From an optimization exercise on the open Yosys and OpenROAD flow, aimed at small area, a short achievable clock period and few clock cycles; shortcuts taken in it are not production practice. Only simulation tests tie the RTL to the original design; equivalence was not proved. Power is estimated from default activity; no workload was simulated.

Setup of run 1:
==> flow/design.v (excerpt) <==
module tpx3_codec (
    input  wire        clk,
    input  wire        rst,
    input  wire        in_valid,
    output wire        in_ready,
    input  wire [7:0]  in_op,
    input  wire [47:0] in_a,
    input  wire [31:0] in_b,
    input  wire [31:0] in_c,
    input  wire [31:0] in_d,
    output wire        out_valid,
    input  wire        out_ready,
    output wire [47:0] out_res,
    output wire        out_err,
    output wire        out_amb
);
For scale: about 210 I/O pins, about 15000 um2 of cells after synthesis.
Settings: LEC_CHECK=0, CAP_MARGIN=20, CORE_MARGIN=2, CORE_UTILIZATION=40, CTS_BUF_LIST=sky130_fd_sc_hd__clkbuf_4 sky130_fd_sc_hd__clkbuf_8, PLACE_DENSITY=0.6, SETUP_SLACK_MARGIN=4.45, SLEW_MARGIN=20; clock period 8.0 ns.
standard.sh (not shown) runs the stock make flow with config.mk's settings and CLKGATE_MAP_FILE= SYNTH_SCRIPT=/design/flow/synth_recipe.tcl, a recipe that flattens the netlist after the stock synthesis.
==> flow/flow/run.sh <==
#!/bin/bash
# The standard layout (standard.sh), except that the port buffers are
# buf_2 cells and timing repair may resize any cell to any size, not only to
# cells of the same footprint.  make's full output goes to make.log.
set -euo pipefail
bash standard.sh MATCH_CELL_FOOTPRINT=0 \
    "BUFFER_PORTS_ARGS=-buffer_cell sky130_fd_sc_hd__buf_2" finish > make.log 2>&1
Run 1 went all the way through synthesis, placement and routing and the layout is clean on timing, DRC and antenna.
Testbench counts of run 1, summed over its fixed seeds: cycles 1,624.
For run 2, these inputs were changed with respect to run 1:
Settings: SETUP_SLACK_MARGIN changed from 4.45 to 4.1.
### Flow results
In the reports for run 1 and run 2, the smaller final cell count belongs to run 2. Average routed wire per standard cell delta for run 2 relative to run 1: 4.6% lower. Post-layout total power of run 2 falls short of that of run 1 by a little under 10%. There was hardly any difference in hold slack between run 2 and run 1. Per the final summary, run 2 finished and its layout is clean on timing, DRC and antenna. The lower all-layer global routing usage of run 1 and run 2 is in run 2.
#### Input delta (run 3 over run 2)
Settings: PLACE_DENSITY changed from 0.6 to 0.65; SETUP_SLACK_MARGIN changed from 4.1 to 4.3; CORE_UTILIZATION changed from 40 to 45.
==> comparison <==
In the metrics for run 2 and run 3, the one carrying the higher sequential portion of the cell area is run 2.
Measured against each other, run 2 and run 3 differ in area enclosed by the die boundary, the lower figure coming from run 3.
On arrival time at the worst endpoint: between run 2 and run 3, it ends up lower for run 3.
diff inputs: run 3 => run 4
Settings: swapping 0.65 for 0.6 in PLACE_DENSITY; swapping 45 for 40 in CORE_UTILIZATION.
[summary]
- Setup slack: run 4 more than run 3
- Measured against each other, run 3 and run 4 differ in met1 demand-to-capacity share in global routing, the higher figure coming from run 3.
- Per the comparison of run 4 with run 3, routing usage on met2 saw a decrease; detailed placer's ending HPWL now smaller; post-route core utilization dropped 6.3 points; register area share after synthesis saw little to no change; area growth from synthesis to final layout dropped 1.1 points.
- The capture point of the worst path comes out r2_res[7]$_SDFFCE_PP0P_ in one run and r1_k[3]$_DFFE_PP_ in the other, namely in run 3 and run 4 respectively.
- Run 4 vs. run 3: first-pass GRT wire length grew by about 0.36%, area of all placed cells without fillers went down 160 um2, total power fell 2.5%.
The following lists how run 5 was set up differently from run 4:
Settings: SETUP_SLACK_MARGIN changed from 4.3 to 4.2.
==> results.txt <==
Run 4 -> run 5: non-clock buffer count increased by a few percent
Between run 4 and run 5, the synthesis-to-finish area growth figures differ only marginally.
Fmax deteriorates in run 5 relative to run 4.
Run 5 gives less share of final-layout standard cells stronger than drive strength 1 than run 4 did.
Looking at met2 layer usage reported by global route across run 4 and run 5, the one that comes out higher is run 4.
On run 5: layout net count is 8 higher than what run 4 gave.
Here is what was changed in the inputs of run 6 compared with run 5.
Settings: clearing CTS_BUF_LIST, which used to be sky130_fd_sc_hd__clkbuf_4 sky130_fd_sc_hd__clkbuf_8; swapping 4.2 for 4.3 in SETUP_SLACK_MARGIN.
Notes after the runs:
Global-route usage in run 6 vs run 5: up 0.41 points
Where power is concerned, run 5 is better than run 6.
Smallest setup slack after layout: run 6 vs run 5 down 0.017 ns
met2 wirelength from detailed routing grows by a few percent when moving from run 5 to run 6.

-- static timing again, ports no longer ideal --
Ports are ideal in the flow. The routed layouts listed here were re-timed in OpenROAD. Step 1 (the two cells are an assumption about what drives the block):
set clk [get_ports {clk}]
set_driving_cell -lib_cell sky130_fd_sc_hd__clkbuf_16 $clk
set_driving_cell -lib_cell sky130_fd_sc_hd__buf_2 [delete_from_list [all_inputs] $clk]
Step 2 times the ports against the registers' clock, not the clock port: input delays grow and output delays shrink by t, the midpoint of the rising clock arrivals with the driver on. Three values: ideal ports, drivers, drivers and shift; two values: the first two.
run	shift t [ns]	setup slack, ns	latest minus earliest clock arrival (ns)	cell pins on the clock port's net
run 1	0.504	4.376 / 4.345 / 3.996	0.024 / 0.023	1
run 2	0.514	4.164 / 4.162 / 3.677	0.028 / 0.027	1
run 3	0.506	4.292 / 4.292 / 3.837	0.016 / 0.015	1
run 4	0.514	4.326 / 4.315 / 3.800	0.033 / 0.033	1
run 5	0.498	4.289 / 4.308 / 3.810	0.021 / 0.021	1
run 6	0.476	4.272 / 4.300 / 3.824	0.019 / 0.019	1
After both steps every run listed still meets setup and hold. For run 4, which loses most, drivers alone change the setup slack by -0.011 ns; drivers and shift together by -0.526 ns.
